Context: an optimization exercise on an open-source flow, tuned for small area, a short achievable clock period and few clock cycles. The choices shown serve that exercise and are no tape-out recipe. Function not checked in this run: the RTL went through the layout flow alone. Power and IR drop assume default switching activity.

$ cat flow/design.v
module crc16_step (
    input  wire [15:0] crc_in,
    input  wire [7:0]  data,
    output wire [15:0] crc_out
);
    wire [7:0] idx = crc_in[15:8] ^ data;
    reg  [15:0] crc_table;
    always @(*) begin
        case (idx)
        8'h00: crc_table = 16'h0000;
        8'h01: crc_table = 16'h1021;
        8'h02: crc_table = 16'h2042;
        8'h03: crc_table = 16'h3063;
        8'h04: crc_table = 16'h4084;
        8'h05: crc_table = 16'h50A5;
        8'h06: crc_table = 16'h60C6;
        8'h07: crc_table = 16'h70E7;
        8'h08: crc_table = 16'h8108;
        8'h09: crc_table = 16'h9129;
        8'h0A: crc_table = 16'hA14A;
        8'h0B: crc_table = 16'hB16B;
        8'h0C: crc_table = 16'hC18C;
        8'h0D: crc_table = 16'hD1AD;
        8'h0E: crc_table = 16'hE1CE;
        8'h0F: crc_table = 16'hF1EF;
        8'h10: crc_table = 16'h1231;
        8'h11: crc_table = 16'h0210;
        8'h12: crc_table = 16'h3273;
        8'h13: crc_table = 16'h2252;
        8'h14: crc_table = 16'h52B5;
        8'h15: crc_table = 16'h4294;
        8'h16: crc_table = 16'h72F7;
        8'h17: crc_table = 16'h62D6;
        8'h18: crc_table = 16'h9339;
        8'h19: crc_table = 16'h8318;
        8'h1A: crc_table = 16'hB37B;
        8'h1B: crc_table = 16'hA35A;
        8'h1C: crc_table = 16'hD3BD;
        8'h1D: crc_table = 16'hC39C;
        8'h1E: crc_table = 16'hF3FF;
        8'h1F: crc_table = 16'hE3DE;
        8'h20: crc_table = 16'h2462;
        8'h21: crc_table = 16'h3443;
        8'h22: crc_table = 16'h0420;
        8'h23: crc_table = 16'h1401;
        8'h24: crc_table = 16'h64E6;
        8'h25: crc_table = 16'h74C7;
        8'h26: crc_table = 16'h44A4;
        8'h27: crc_table = 16'h5485;
        8'h28: crc_table = 16'hA56A;
        8'h29: crc_table = 16'hB54B;
        8'h2A: crc_table = 16'h8528;
        8'h2B: crc_table = 16'h9509;
        8'h2C: crc_table = 16'hE5EE;
        8'h2D: crc_table = 16'hF5CF;
        8'h2E: crc_table = 16'hC5AC;
        8'h2F: crc_table = 16'hD58D;
        8'h30: crc_table = 16'h3653;
        8'h31: crc_table = 16'h2672;
        8'h32: crc_table = 16'h1611;
        8'h33: crc_table = 16'h0630;
        8'h34: crc_table = 16'h76D7;
        8'h35: crc_table = 16'h66F6;
        8'h36: crc_table = 16'h5695;
        8'h37: crc_table = 16'h46B4;
        8'h38: crc_table = 16'hB75B;
        8'h39: crc_table = 16'hA77A;
        8'h3A: crc_table = 16'h9719;
        8'h3B: crc_table = 16'h8738;
        8'h3C: crc_table = 16'hF7DF;
        8'h3D: crc_table = 16'hE7FE;
        8'h3E: crc_table = 16'hD79D;
        8'h3F: crc_table = 16'hC7BC;
        8'h40: crc_table = 16'h48C4;
        8'h41: crc_table = 16'h58E5;
        8'h42: crc_table = 16'h6886;
        8'h43: crc_table = 16'h78A7;
        8'h44: crc_table = 16'h0840;
        8'h45: crc_table = 16'h1861;
        8'h46: crc_table = 16'h2802;
        8'h47: crc_table = 16'h3823;
        8'h48: crc_table = 16'hC9CC;
        8'h49: crc_table = 16'hD9ED;
        8'h4A: crc_table = 16'hE98E;
        8'h4B: crc_table = 16'hF9AF;
        8'h4C: crc_table = 16'h8948;
        8'h4D: crc_table = 16'h9969;
        8'h4E: crc_table = 16'hA90A;
        8'h4F: crc_table = 16'hB92B;
        8'h50: crc_table = 16'h5AF5;
        8'h51: crc_table = 16'h4AD4;
        8'h52: crc_table = 16'h7AB7;
        8'h53: crc_table = 16'h6A96;
        8'h54: crc_table = 16'h1A71;
        8'h55: crc_table = 16'h0A50;
        8'h56: crc_table = 16'h3A33;
        8'h57: crc_table = 16'h2A12;
        8'h58: crc_table = 16'hDBFD;
        8'h59: crc_table = 16'hCBDC;
        8'h5A: crc_table = 16'hFBBF;
        8'h5B: crc_table = 16'hEB9E;
        8'h5C: crc_table = 16'h9B79;
        8'h5D: crc_table = 16'h8B58;
        8'h5E: crc_table = 16'hBB3B;
        8'h5F: crc_table = 16'hAB1A;
        8'h60: crc_table = 16'h6CA6;
        8'h61: crc_table = 16'h7C87;
        8'h62: crc_table = 16'h4CE4;
        8'h63: crc_table = 16'h5CC5;
        8'h64: crc_table = 16'h2C22;
        8'h65: crc_table = 16'h3C03;
        8'h66: crc_table = 16'h0C60;
        8'h67: crc_table = 16'h1C41;
        8'h68: crc_table = 16'hEDAE;
        8'h69: crc_table = 16'hFD8F;
        8'h6A: crc_table = 16'hCDEC;
        8'h6B: crc_table = 16'hDDCD;
        8'h6C: crc_table = 16'hAD2A;
        8'h6D: crc_table = 16'hBD0B;
        8'h6E: crc_table = 16'h8D68;
        8'h6F: crc_table = 16'h9D49;
        8'h70: crc_table = 16'h7E97;
        8'h71: crc_table = 16'h6EB6;
        8'h72: crc_table = 16'h5ED5;
        8'h73: crc_table = 16'h4EF4;
        8'h74: crc_table = 16'h3E13;
        8'h75: crc_table = 16'h2E32;
        8'h76: crc_table = 16'h1E51;
        8'h77: crc_table = 16'h0E70;
        8'h78: crc_table = 16'hFF9F;
        8'h79: crc_table = 16'hEFBE;
        8'h7A: crc_table = 16'hDFDD;
        8'h7B: crc_table = 16'hCFFC;
        8'h7C: crc_table = 16'hBF1B;
        8'h7D: crc_table = 16'hAF3A;
        8'h7E: crc_table = 16'h9F59;
        8'h7F: crc_table = 16'h8F78;
        8'h80: crc_table = 16'h9188;
        8'h81: crc_table = 16'h81A9;
        8'h82: crc_table = 16'hB1CA;
        8'h83: crc_table = 16'hA1EB;
        8'h84: crc_table = 16'hD10C;
        8'h85: crc_table = 16'hC12D;
        8'h86: crc_table = 16'hF14E;
        8'h87: crc_table = 16'hE16F;
        8'h88: crc_table = 16'h1080;
        8'h89: crc_table = 16'h00A1;
        8'h8A: crc_table = 16'h30C2;
        8'h8B: crc_table = 16'h20E3;
        8'h8C: crc_table = 16'h5004;
        8'h8D: crc_table = 16'h4025;
        8'h8E: crc_table = 16'h7046;
        8'h8F: crc_table = 16'h6067;
        8'h90: crc_table = 16'h83B9;
        8'h91: crc_table = 16'h9398;
        8'h92: crc_table = 16'hA3FB;
        8'h93: crc_table = 16'hB3DA;
        8'h94: crc_table = 16'hC33D;
        8'h95: crc_table = 16'hD31C;
        8'h96: crc_table = 16'hE37F;
        8'h97: crc_table = 16'hF35E;
        8'h98: crc_table = 16'h02B1;
        8'h99: crc_table = 16'h1290;
        8'h9A: crc_table = 16'h22F3;
        8'h9B: crc_table = 16'h32D2;
        8'h9C: crc_table = 16'h4235;
        8'h9D: crc_table = 16'h5214;
        8'h9E: crc_table = 16'h6277;
        8'h9F: crc_table = 16'h7256;
        8'hA0: crc_table = 16'hB5EA;
        8'hA1: crc_table = 16'hA5CB;
        8'hA2: crc_table = 16'h95A8;
        8'hA3: crc_table = 16'h8589;
        8'hA4: crc_table = 16'hF56E;
        8'hA5: crc_table = 16'hE54F;
        8'hA6: crc_table = 16'hD52C;
        8'hA7: crc_table = 16'hC50D;
        8'hA8: crc_table = 16'h34E2;
        8'hA9: crc_table = 16'h24C3;
        8'hAA: crc_table = 16'h14A0;
        8'hAB: crc_table = 16'h0481;
        8'hAC: crc_table = 16'h7466;
        8'hAD: crc_table = 16'h6447;
        8'hAE: crc_table = 16'h5424;
        8'hAF: crc_table = 16'h4405;
        8'hB0: crc_table = 16'hA7DB;
        8'hB1: crc_table = 16'hB7FA;
        8'hB2: crc_table = 16'h8799;
        8'hB3: crc_table = 16'h97B8;
        8'hB4: crc_table = 16'hE75F;
        8'hB5: crc_table = 16'hF77E;
        8'hB6: crc_table = 16'hC71D;
        8'hB7: crc_table = 16'hD73C;
        8'hB8: crc_table = 16'h26D3;
        8'hB9: crc_table = 16'h36F2;
        8'hBA: crc_table = 16'h0691;
        8'hBB: crc_table = 16'h16B0;
        8'hBC: crc_table = 16'h6657;
        8'hBD: crc_table = 16'h7676;
        8'hBE: crc_table = 16'h4615;
        8'hBF: crc_table = 16'h5634;
        8'hC0: crc_table = 16'hD94C;
        8'hC1: crc_table = 16'hC96D;
        8'hC2: crc_table = 16'hF90E;
        8'hC3: crc_table = 16'hE92F;
        8'hC4: crc_table = 16'h99C8;
        8'hC5: crc_table = 16'h89E9;
        8'hC6: crc_table = 16'hB98A;
        8'hC7: crc_table = 16'hA9AB;
        8'hC8: crc_table = 16'h5844;
        8'hC9: crc_table = 16'h4865;
        8'hCA: crc_table = 16'h7806;
        8'hCB: crc_table = 16'h6827;
        8'hCC: crc_table = 16'h18C0;
        8'hCD: crc_table = 16'h08E1;
        8'hCE: crc_table = 16'h3882;
        8'hCF: crc_table = 16'h28A3;
        8'hD0: crc_table = 16'hCB7D;
        8'hD1: crc_table = 16'hDB5C;
        8'hD2: crc_table = 16'hEB3F;
        8'hD3: crc_table = 16'hFB1E;
        8'hD4: crc_table = 16'h8BF9;
        8'hD5: crc_table = 16'h9BD8;
        8'hD6: crc_table = 16'hABBB;
        8'hD7: crc_table = 16'hBB9A;
        8'hD8: crc_table = 16'h4A75;
        8'hD9: crc_table = 16'h5A54;
        8'hDA: crc_table = 16'h6A37;
        8'hDB: crc_table = 16'h7A16;
        8'hDC: crc_table = 16'h0AF1;
        8'hDD: crc_table = 16'h1AD0;
        8'hDE: crc_table = 16'h2AB3;
        8'hDF: crc_table = 16'h3A92;
        8'hE0: crc_table = 16'hFD2E;
        8'hE1: crc_table = 16'hED0F;
        8'hE2: crc_table = 16'hDD6C;
        8'hE3: crc_table = 16'hCD4D;
        8'hE4: crc_table = 16'hBDAA;
        8'hE5: crc_table = 16'hAD8B;
        8'hE6: crc_table = 16'h9DE8;
        8'hE7: crc_table = 16'h8DC9;
        8'hE8: crc_table = 16'h7C26;
        8'hE9: crc_table = 16'h6C07;
        8'hEA: crc_table = 16'h5C64;
        8'hEB: crc_table = 16'h4C45;
        8'hEC: crc_table = 16'h3CA2;
        8'hED: crc_table = 16'h2C83;
        8'hEE: crc_table = 16'h1CE0;
        8'hEF: crc_table = 16'h0CC1;
        8'hF0: crc_table = 16'hEF1F;
        8'hF1: crc_table = 16'hFF3E;
        8'hF2: crc_table = 16'hCF5D;
        8'hF3: crc_table = 16'hDF7C;
        8'hF4: crc_table = 16'hAF9B;
        8'hF5: crc_table = 16'hBFBA;
        8'hF6: crc_table = 16'h8FD9;
        8'hF7: crc_table = 16'h9FF8;
        8'hF8: crc_table = 16'h6E17;
        8'hF9: crc_table = 16'h7E36;
        8'hFA: crc_table = 16'h4E55;
        8'hFB: crc_table = 16'h5E74;
        8'hFC: crc_table = 16'h2E93;
        8'hFD: crc_table = 16'h3EB2;
        8'hFE: crc_table = 16'h0ED1;
        8'hFF: crc_table = 16'h1EF0;
        default: crc_table = 16'h0000;
        endcase
    end
    assign crc_out = {crc_in[7:0], 8'h00} ^ crc_table;
endmodule
module nabu_engine (
    input  wire        clk,
    input  wire        rst,
    input  wire        rx_valid,
    output wire        rx_ready,
    input  wire [7:0]  rx_data,
    output wire        tx_valid,
    input  wire        tx_ready,
    output wire [7:0]  tx_data,
    output wire        st_req_valid,
    input  wire        st_req_ready,
    output wire [23:0] st_seg,
    output wire [7:0]  st_pkt,
    input  wire        st_rsp_valid,
    output wire        st_rsp_ready,
    input  wire [1:0]  st_rsp_kind,      
    input  wire [15:0] st_rsp_len,       
    input  wire [15:0] st_rsp_offset,    
    input  wire        st_rsp_last,      
    input  wire        st_dat_valid,
    output wire        st_dat_ready,
    input  wire [7:0]  st_dat,
    input  wire [7:0]  tod_wd,
    input  wire [7:0]  tod_mo,
    input  wire [7:0]  tod_dd,
    input  wire [7:0]  tod_hh,
    input  wire [7:0]  tod_mi,
    input  wire [7:0]  tod_ss
);
    localparam [3:0] S_RX    = 4'd0,     
                     S_ACK   = 4'd1,     
                     S_LKREQ = 4'd2,     
                     S_LKRSP = 4'd3,     
                     S_HDR   = 4'd4,     
                     S_PAY   = 4'd5,     
                     S_CRCH  = 4'd6,
                     S_CRCL  = 4'd7,
                     S_END1  = 4'd8,     
                     S_END2  = 4'd9;     
    localparam [1:0] K_NOTFOUND = 2'd0,
                     K_FRAMED   = 2'd1,
                     K_RAW      = 2'd2,
                     K_ABORT    = 2'd3;
    localparam [1:0] L_TIME   = 2'd0,
                     L_FRAMED = 2'd1,
                     L_RAW    = 2'd2;
    reg  [3:0]  state;
    reg  [7:0]  active;
    reg         active_v;
    reg  [7:0]  last;
    reg  [3:0]  stage;
    reg  [7:0]  pkt;
    reg  [23:0] seg;
    reg  [23:0] ack_buf;
    reg  [1:0]  ack_n;
    reg  [3:0]  ack_next;
    reg  [1:0]  ld_kind;
    reg  [15:0] ld_len;
    reg  [15:0] ld_off;
    reg         ld_last;
    reg  [7:0]  r_wd, r_mo, r_dd, r_hh, r_mi, r_ss;
    reg  [4:0]  idx;
    reg  [15:0] cnt;
    reg  [15:0] crc;
    reg         dup;
    reg         o_valid;
    reg  [7:0]  o_data;
    wire        rx_fire = (state == S_RX) && rx_valid;
    wire [7:0]  b = rx_data;
    reg  [7:0]  n_active;
    reg         n_active_v;
    reg  [7:0]  n_last;
    reg  [3:0]  n_stage;
    reg  [7:0]  cmd;             
    reg  [3:0]  stg;             
    reg  [23:0] n_ack_buf;
    reg  [1:0]  n_ack_n;
    reg  [3:0]  n_after;         
    reg         pkt_we, seg_we;
    reg  [23:0] n_seg;
    reg         tod_we;
    reg         send;            
    wire known_b      = (b == 8'h85) || (b == 8'h84) || (b == 8'h83) ||
                        (b == 8'h82) || (b == 8'h81) || (b == 8'h1E) ||
                        (b == 8'h05) || (b == 8'h0F);
    wire known_active = (active == 8'h85) || (active == 8'h84) || (active == 8'h83) ||
                        (active == 8'h82) || (active == 8'h81) || (active == 8'h1E) ||
                        (active == 8'h05) || (active == 8'h0F);
    always @(*) begin
        n_active   = active;
        n_active_v = active_v;
        n_last     = last;
        n_stage    = stage;
        cmd        = active;
        stg        = stage;
        n_ack_buf  = 24'h000000;
        n_ack_n    = 2'd0;
        n_after    = S_RX;
        pkt_we     = 1'b0;
        seg_we     = 1'b0;
        n_seg      = seg;
        tod_we     = 1'b0;
        send       = 1'b0;
        if (!active_v) begin
            n_last     = active;
            n_active   = b;
            n_active_v = 1'b1;
            n_stage    = 4'd0;
            cmd        = b;
            stg        = 4'd0;
            if (!known_b) begin
                n_active_v = 1'b0;
                if (known_active) begin
                    n_last     = b;
                    n_active   = active;
                    n_active_v = 1'b1;
                    cmd        = active;
                end
            end
        end
        if (n_active_v) begin
            case (cmd)
            8'h85, 8'h81: begin
                case (stg)
                4'd0: begin n_ack_buf = 24'h1006_00; n_ack_n = 2'd2; n_stage = 4'd1; end
                4'd1: begin n_stage = 4'd2; end
                default: begin n_ack_buf = 24'hE4_0000; n_ack_n = 2'd1;
                               n_active_v = 1'b0; n_stage = 4'd0; end
                endcase
            end
            8'h82: begin
                case (stg)
                4'd0: begin n_ack_buf = 24'h1006_00; n_ack_n = 2'd2; n_stage = 4'd1; end
                default: begin n_ack_buf = 24'h1F10E1; n_ack_n = 2'd3;
                               n_active_v = 1'b0; n_stage = 4'd0; end
                endcase
            end
            8'h83: begin
                n_ack_buf = 24'h1006E4; n_ack_n = 2'd3;
                n_active_v = 1'b0; n_stage = 4'd0;
            end
            8'h1E: begin
                n_ack_buf = 24'h10E1_00; n_ack_n = 2'd2;
                n_active_v = 1'b0; n_stage = 4'd0;
            end
            8'h05: begin
                n_ack_buf = 24'hE4_0000; n_ack_n = 2'd1;
                n_active_v = 1'b0; n_stage = 4'd0;
            end
            8'h0F: begin
                n_active_v = 1'b0; n_stage = 4'd0;
            end
            8'h84: begin
                case (stg)
                4'd0: begin n_ack_buf = 24'h1006_00; n_ack_n = 2'd2; n_stage = 4'd1; end
                4'd1: begin pkt_we = 1'b1; n_stage = 4'd2; end
                4'd2: begin seg_we = 1'b1; n_seg = {16'h0000, b}; n_stage = 4'd3; end
                4'd3: begin seg_we = 1'b1; n_seg = seg | {8'h00, b, 8'h00}; n_stage = 4'd4; end
                4'd4: begin
                    seg_we    = 1'b1;
                    n_seg     = seg | {b, 16'h0000};
                    n_ack_buf = 24'hE4_0000;
                    n_ack_n   = 2'd1;
                    if ((seg | {b, 16'h0000}) == 24'h7FFFFF) begin
                        tod_we    = 1'b1;
                        n_ack_buf = 24'hE491_00;
                        n_ack_n   = 2'd2;
                        n_stage   = 4'd7;
                    end else if ((seg | {b, 16'h0000}) == 24'h000083 || pkt == 8'h83) begin
                        n_active_v = 1'b0;
                        n_stage    = 4'd0;
                    end else begin
                        n_after = S_LKREQ;
                    end
                end
                4'd5: begin
                    if (b == 8'h10) n_stage = 4'd6;
                    else begin n_active_v = 1'b0; n_stage = 4'd0; end
                end
                4'd6: begin n_active_v = 1'b0; n_stage = 4'd0; end
                4'd7: begin
                    if (b == 8'h10) n_stage = 4'd8;
                    else begin
                        n_ack_buf = 24'h1006E4; n_ack_n = 2'd3;
                        n_active_v = 1'b0; n_stage = 4'd0;
                    end
                end
                default: begin
                    if (b == 8'h06) send = 1'b1;
                    n_active_v = 1'b0; n_stage = 4'd0;
                end
                endcase
            end
            default: ;
            endcase
        end
    end
    wire [7:0] pkt_type = ld_last        ? 8'h30 :
                          (pkt == 8'h00) ? 8'hA1 : 8'h20;
    wire [7:0] hh_mod12 = r_hh % 8'd12;
    reg [7:0] raw_hdr_byte;
    always @(*) begin
        case (idx[3:0])
        4'd0:  raw_hdr_byte = seg[23:16];
        4'd1:  raw_hdr_byte = seg[15:8];
        4'd2:  raw_hdr_byte = seg[7:0];
        4'd3:  raw_hdr_byte = pkt;
        4'd4:  raw_hdr_byte = 8'h01;
        4'd5:  raw_hdr_byte = 8'h7F;
        4'd6:  raw_hdr_byte = 8'hFF;
        4'd7:  raw_hdr_byte = 8'hFF;
        4'd8:  raw_hdr_byte = 8'hFF;
        4'd9:  raw_hdr_byte = 8'h7F;
        4'd10: raw_hdr_byte = 8'h80;
        4'd11: raw_hdr_byte = pkt_type;
        4'd12: raw_hdr_byte = pkt;
        4'd13: raw_hdr_byte = 8'h00;
        4'd14: raw_hdr_byte = ld_off[15:8];
        default: raw_hdr_byte = ld_off[7:0];
        endcase
    end
    reg [7:0] time_hdr_byte;
    always @(*) begin
        case (idx)
        5'd0:  time_hdr_byte = 8'h7F;
        5'd1:  time_hdr_byte = 8'hFF;
        5'd2:  time_hdr_byte = 8'hFF;
        5'd3:  time_hdr_byte = 8'h00;
        5'd4:  time_hdr_byte = 8'h00;
        5'd5:  time_hdr_byte = 8'h7F;
        5'd6:  time_hdr_byte = 8'hFF;
        5'd7:  time_hdr_byte = 8'hFF;
        5'd8:  time_hdr_byte = 8'hFF;
        5'd9:  time_hdr_byte = 8'h7F;
        5'd10: time_hdr_byte = 8'h80;
        5'd11: time_hdr_byte = 8'h30;
        5'd12: time_hdr_byte = 8'h00;
        5'd13: time_hdr_byte = 8'h00;
        5'd14: time_hdr_byte = 8'h00;
        5'd15: time_hdr_byte = 8'h00;
        5'd16: time_hdr_byte = 8'h02;
        5'd17: time_hdr_byte = 8'h02;
        5'd18: time_hdr_byte = r_wd;
        5'd19: time_hdr_byte = 8'h54;
        5'd20: time_hdr_byte = r_mo;
        5'd21: time_hdr_byte = r_dd;
        5'd22: time_hdr_byte = hh_mod12;
        5'd23: time_hdr_byte = r_mi;
        5'd24: time_hdr_byte = r_ss;
        default: time_hdr_byte = 8'h00;
        endcase
    end
    wire       is_time  = (ld_kind == L_TIME);
    wire [7:0] hdr_byte = is_time ? time_hdr_byte : raw_hdr_byte;
    wire       hdr_done = is_time ? (idx == 5'd26) : (idx == 5'd15);
    reg [7:0] cur;
    always @(*) begin
        case (state)
        S_ACK:   cur = ack_buf[23:16];
        S_HDR:   cur = hdr_byte;
        S_PAY:   cur = st_dat;
        S_CRCH:  cur = ~crc[15:8];
        S_CRCL:  cur = ~crc[7:0];
        S_END1:  cur = 8'h10;
        default: cur = 8'hE1;
        endcase
    end
    wire sending   = (state == S_ACK) || (state == S_HDR) || (state == S_PAY) ||
                     (state == S_CRCH) || (state == S_CRCL) ||
                     (state == S_END1) || (state == S_END2);
    wire have      = (state == S_PAY) ? st_dat_valid : sending;
    wire escapable = (state == S_HDR) || (state == S_PAY) ||
                     (state == S_CRCH) || (state == S_CRCL);
    wire need_dup  = escapable && (cur == 8'h10) && !dup;
    wire can_load  = !o_valid || tx_ready;
    wire fire      = can_load && have;
    wire advance   = fire && !need_dup;
    wire [15:0] crc_next;
    crc16_step u_crc (
        .crc_in  (crc),
        .data    (cur),
        .crc_out (crc_next)
    );
    assign rx_ready     = (state == S_RX);
    assign tx_valid     = o_valid;
    assign tx_data      = o_data;
    assign st_req_valid = (state == S_LKREQ);
    assign st_seg       = seg;
    assign st_pkt       = pkt;
    assign st_rsp_ready = (state == S_LKRSP);
    assign st_dat_ready = (state == S_PAY) && can_load && !need_dup;
    always @(posedge clk) begin
        if (rx_fire && pkt_we) pkt <= b;
        if (rx_fire && seg_we) seg <= n_seg;
        if (rx_fire && tod_we) begin
            ld_kind <= L_TIME;
            r_wd    <= tod_wd;
            r_mo    <= tod_mo;
            r_dd    <= tod_dd;
            r_hh    <= tod_hh;
            r_mi    <= tod_mi;
            r_ss    <= tod_ss;
        end
        if (state == S_LKRSP && st_rsp_valid) begin
            ld_kind <= (st_rsp_kind == K_FRAMED) ? L_FRAMED : L_RAW;
            ld_len  <= st_rsp_len;
            ld_off  <= st_rsp_offset;
            ld_last <= st_rsp_last;
        end
    end
    always @(posedge clk) begin
        if (rst) begin
            state    <= S_RX;
            active   <= 8'h00;
            active_v <= 1'b0;
            last     <= 8'h00;
            stage    <= 4'd0;
            dup      <= 1'b0;
            o_valid  <= 1'b0;
        end else begin
            if (fire) begin
                o_valid <= 1'b1;
                o_data  <= cur;
                dup     <= need_dup;
            end else if (tx_ready) begin
                o_valid <= 1'b0;
            end
            case (state)
            S_RX: begin
                if (rx_valid) begin
                    active   <= n_active;
                    active_v <= n_active_v;
                    last     <= n_last;
                    stage    <= n_stage;
                    ack_buf  <= n_ack_buf;
                    ack_n    <= n_ack_n;
                    ack_next <= n_after;
                    crc      <= 16'hFFFF;
                    idx      <= 5'd0;
                    dup      <= 1'b0;
                    if (send) begin
                        if (ld_kind != L_FRAMED) begin
                            state <= S_HDR;
                        end else if (ld_len == 16'd0) begin
                            state <= S_END1;
                        end else begin
                            cnt   <= ld_len;
                            state <= S_PAY;
                        end
                    end else if (n_ack_n != 2'd0) begin
                        state <= S_ACK;
                    end else begin
                        state <= n_after;
                    end
                end
            end
            S_ACK: begin
                if (advance) begin
                    ack_buf <= {ack_buf[15:0], 8'h00};
                    ack_n   <= ack_n - 2'd1;
                    if (ack_n == 2'd1)
                        state <= ack_next;
                end
            end
            S_LKREQ: begin
                if (st_req_ready)
                    state <= S_LKRSP;
            end
            S_LKRSP: begin
                if (st_rsp_valid) begin
                    case (st_rsp_kind)
                    K_FRAMED, K_RAW: begin
                        ack_buf  <= 24'h91_0000;
                        ack_n    <= 2'd1;
                        ack_next <= S_RX;
                        stage    <= 4'd7;
                        state    <= S_ACK;
                    end
                    K_NOTFOUND: begin
                        ack_buf  <= 24'h90_0000;
                        ack_n    <= 2'd1;
                        ack_next <= S_RX;
                        stage    <= 4'd5;
                        state    <= S_ACK;
                    end
                    default: begin
                        active_v <= 1'b0;
                        stage    <= 4'd0;
                        state    <= S_RX;
                    end
                    endcase
                end
            end
            S_HDR: begin
                if (advance) begin
                    crc <= crc_next;
                    idx <= idx + 5'd1;
                    if (hdr_done) begin
                        if (is_time || ld_len == 16'd0) begin
                            state <= S_CRCH;
                        end else begin
                            cnt   <= ld_len;
                            state <= S_PAY;
                        end
                    end
                end
            end
            S_PAY: begin
                if (advance) begin
                    crc <= crc_next;
                    cnt <= cnt - 16'd1;
                    if (cnt == 16'd1)
                        state <= (ld_kind == L_FRAMED) ? S_END1 : S_CRCH;
                end
            end
            S_CRCH: if (advance) state <= S_CRCL;
            S_CRCL: if (advance) state <= S_END1;
            S_END1: if (advance) state <= S_END2;
            S_END2: if (advance) state <= S_RX;
            default: state <= S_RX;
            endcase
        end
    end
endmodule
$ cat flow/run.sh
#!/bin/bash
# synth_recipe.tcl (not shown) runs the flow's synth.tcl, then flattens the netlist and writes it again
# the make line also repeats each setting of config.mk as NAME=value (left out here)
make -C /OpenROAD-flow-scripts/flow DESIGN_CONFIG=/design/flow/config.mk WORK_HOME=/design/flow/orfs CLKGATE_MAP_FILE= SYNTH_SCRIPT=/design/flow/synth_recipe.tcl finish
$ cat flow/constraint.sdc
create_clock -name core_clock -period 5.0 [get_ports {clk}]
set_input_delay 1.0000 -clock core_clock [delete_from_list [all_inputs] [get_ports {clk}]]
set_output_delay 1.0000 -clock core_clock [all_outputs]
set_load 0.01 [all_outputs]
$ cat flow/config.mk
export PLATFORM = sky130hd
export DESIGN_NAME = nabu_engine
export DESIGN_NICKNAME = nabu_engine
export VERILOG_FILES = /design/flow/design.v
export SDC_FILE = /design/flow/constraint.sdc
export NUM_CORES = 4
export LEC_CHECK = 0
export CAP_MARGIN = 20
export CORE_MARGIN = 2
export CORE_UTILIZATION = 40
export SLEW_MARGIN = 20
==> run notes <==
[kinds of logic after synthesis]
logic type / after synthesis / share of synthesized area, %
multiplexers: 22 / 2.18
adder cells (fa/ha/maj): 11 / 1.27
buffers and inverters: 97 / 3.73
AND/OR/NAND/NOR: 443 / 20.8
AO/OA/AOI/OAI: 249 / 15.9
flip-flops: 197 / 52.7
XOR/XNOR: 40 / 3.37
[critical path: stages, from the launching register on]
cell	delay, ns
edfxtp_1	0.52
inv_1	0.11
ha_1	0.32
buf_4	0.24
a222oi_1	0.38
nor2_1	0.08
a211oi_1	0.36
a221o_1	0.24
and2_1	0.22
nand3_1	0.14
nor4_4	0.32
nor2_1	0.09
dlymetal6s2s_1	0.18
[synthesized netlist by cell type, types with 5 or more instances]
master | instances | share of area (%)
a221oi_1 | 8 | 0.65
buf_2 | 14 | 0.65
a21oi_1 | 64 | 3.0
and4_1 | 5 | 0.40
xor2_1 | 14 | 1.1
o21ai_0 | 37 | 1.7
nor2_1 | 134 | 4.6
nand3_1 | 24 | 1.1
mux2i_1 | 18 | 1.7
o31ai_1 | 9 | 0.62
nand3b_1 | 6 | 0.41
inv_1 | 32 | 1.1
clkbuf_1 | 43 | 1.5
nor2b_1 | 16 | 0.92
and3_1 | 15 | 0.86
edfxtp_1 | 178 | 49
dfxtp_1 | 19 | 3.5
nor4_1 | 23 | 1.3
or2_2 | 5 | 0.29
a211oi_1 | 11 | 0.76
a22oi_1 | 14 | 0.97
nor3b_1 | 7 | 0.48
xnor2_1 | 24 | 1.9
nand2b_1 | 20 | 1.2
a222oi_1 | 8 | 0.74
or3_1 | 8 | 0.46
nand4b_1 | 5 | 0.40
and2_1 | 11 | 0.63
a22o_1 | 5 | 0.40
nor3_1 | 38 | 1.8
a31oi_1 | 12 | 0.69
nand4_1 | 17 | 0.98
nand2_1 | 88 | 3.0
a21o_1 | 9 | 0.62
ha_1 | 11 | 1.3
o22ai_1 | 8 | 0.46
[layer usage]
layer  part of all wire [%]  global-route usage [%]
met1                     44                    31.7
met4                    1.1                    4.39
met2                     49                    38.7
met5                      0                       0
met3                    5.9                    3.83
[area by class of cell]
class	instances	area, sq um	share of cell area [%]
clock buffers	17	425	3.14
clock inverters	14	148	1.09
inverters	33	124	0.913
multi-input cells	765	4790	35.3
flip-flops and latches	197	5730	42.2
well taps	341	427	3.15
repair buffers	202	1920	14.2
[stage by stage]
stage / area [sq um] / cells / worst slack, ns / util [%]
2_1_floorplan: 10900 / 1059 / 0.630 / -
3_3_place_gp: 12900 / 1529 / 0.545 / 48.0
3_5_place_dp: 12900 / 1529 / 0.519 / 48.0
4_1_cts: 13400 / 1560 / 0.0349 / 50.1
5_1_grt: 13600 / 1569 / 0.174 / 50.6
6_report: 13600 / 1569 / 0.365 / 50.6
[report_power, final]
| part | total, mW | switching, mW | internal (mW) |
|---|---|---|---|
| clock network | 1.38 | 0.673 | 0.703 |
| logic | 1.50 | 0.877 | 0.628 |
| registers | 2.05 | 0.107 | 1.94 |
[worst max-delay path by stage]
| stage | from | endpoint | slack, ns | depth (start not counted) |
|---|---|---|---|---|
| 2_1_floorplan | rx_data[3] | r_dd[0] | 0.63 | 9 |
| 3_3_place_gp | idx[2] | st_dat_ready | 0.54 | 9 |
| 3_5_place_dp | idx[0] | st_dat_ready | 0.52 | 10 |
| 4_1_cts | idx[0] | st_dat_ready | 0.03 | 10 |
| 5_1_grt | idx[0] | st_dat_ready | 0.17 | 12 |
| 6_report | idx[0] | st_dat_ready | 0.37 | 12 |
[flip-flops by register name, indices dropped and copies added (netlist names), 15 cells and up]
signal   count
ack_buf     15
cnt         16
crc         16
ld_len      16
ld_off      16
seg         24
[repair_timing]
| item | in CTS | in global routing |
|---|---|---|
| setup buffers | 0 | 9 |
| endpoints found under the setup margin | 0 | 1 |
| gates resized for setup | 0 | 12 |
==> run notes <==
RSZ-0062 raised after global routing -> false
Vias post-DR -> 9149
Clock Path Buffers -> 2
CTS buffer count -> 17
Worst Path Required -> 4.00 ns
Hold crit path type -> reg2reg
Unique cell type count in the Yosys netlist -> 88
# clock sinks -> 197
CTS root buf -> clkbuf_16
Leakage -> 4.58 nW
Final Skew -> 0.0184 ns
# rows -> 60
Drt wl/cell -> 20.8 microns
Syn_area_per_cell -> 10.3 sq um
Global-route wire length before repair -> 50700 microns
Post-route antenna net violation count -> 0
Cells after synthesis -> 1059
Startpoint Class -> register
Core area -> 26800 sq um
Num ports -> 151
Critical Path Fanout Max -> 18
Clock latency on the worst-skew pair -> 0.45 ns
Syn_nets -> 1176
Setup TNS -> 0 ns
Gr ovfl total -> 0
Async SR Flop Fraction -> 0%
Final Hold Vio Count -> 0
Status -> timing/DRC/antenna clean
CTS tree -> yes
Via density -> 5.83
Synth-to-Final Area Change -> 24.9%
Die H -> 169 microns
WHS -> 0.495 ns
Worst hold start -> active[6]
Setup Crit Path Kind -> reg2out
Period Utilization, post-route -> 92.7%
Gr usage total -> 23.0%
Worst hold endpoint -> active[6]
Reg2Reg Depth -> 13
PD cells -> 364 nW/um^2
Slew Limit Headroom -> 37.8%
Commonest non-fill, non-tap cell in the layout -> edfxtp_1
Hpwl dp -> 24500 microns
Starting density of the core -> 40.5%
Power Total -> 4.93 mW
Fmax -> 0.216 GHz
Hold Path Cell Cnt -> 2
Final Max Slew Viols -> 0
Total Nets Final -> 1333
Synthesized flop and latch total -> 197
Initial antenna violation count -> 0
Die area -> 28500 sq um
CP Capture Type -> output port
Commonest non-fill, non-tap cells in the layout -> 178 x edfxtp_1, 149 x clkdlybuf4s50_1, 132 x nor2_1
Ys flop type -> edfxtp_1
Largest net degree at the start of global routing -> 49
Hold buffer count at cts -> 0
EDFF count, synth -> 178
Wirelength, routed -> 32600 microns
Initial DRC Count -> 1006
Vias in the first global route -> 8851
VDD IR max -> 0.000234 V
IO buf count -> 150
Sequential area share after synthesis -> 52.7%
Mapped Area -> 10900 sq um
Die W -> 169 microns
Synth warnings -> 2
Number of max-cap violations -> 0
DRC -> 0
Crit Reg-Reg Endpoint -> crc[7]
Fill count -> 2404
First-pass detailed-route iteration total -> 8
Slew @ Worst Pin -> 0.924 ns
Ant diodes -> 0
Worst-path clk slew -> 0.08 ns
Final Setup Violations -> 0
R2R Path Start -> idx[0]
Share of layout cells above drive strength 1 -> 9.77%
WP data arrival -> 3.63 ns
Setup slack, reg-to-reg -> 0.81 ns
H-tree depth -> 4
Final Wtd Congestion -> 0.953
Min Tclk post-route -> 4.63 ns

==> static timing again, ports no longer ideal <==
The results above use ideal ports. As a check the final layout listed here was re-extracted and re-timed, cells and wires unchanged. Step 1 assumes that a clkbuf_16 drives the clock port and a buf_2 every other input. Step 2 also shifts input and output timing later by t, the mid clock arrival at the registers, as if the neighbouring blocks saw the same clock. Three values: ideal, step 1, step 2; two values: the first two.
t, ns: 0.487
slack for setup (ns): 0.365 / 0.315 / 0.665
worst setup path at the end: input to register
pins driven straight from the clock port: 1
After both steps this run still meets setup and hold. The setup slack of this run moves by -0.050 ns with the drivers and by +0.300 ns with both steps.
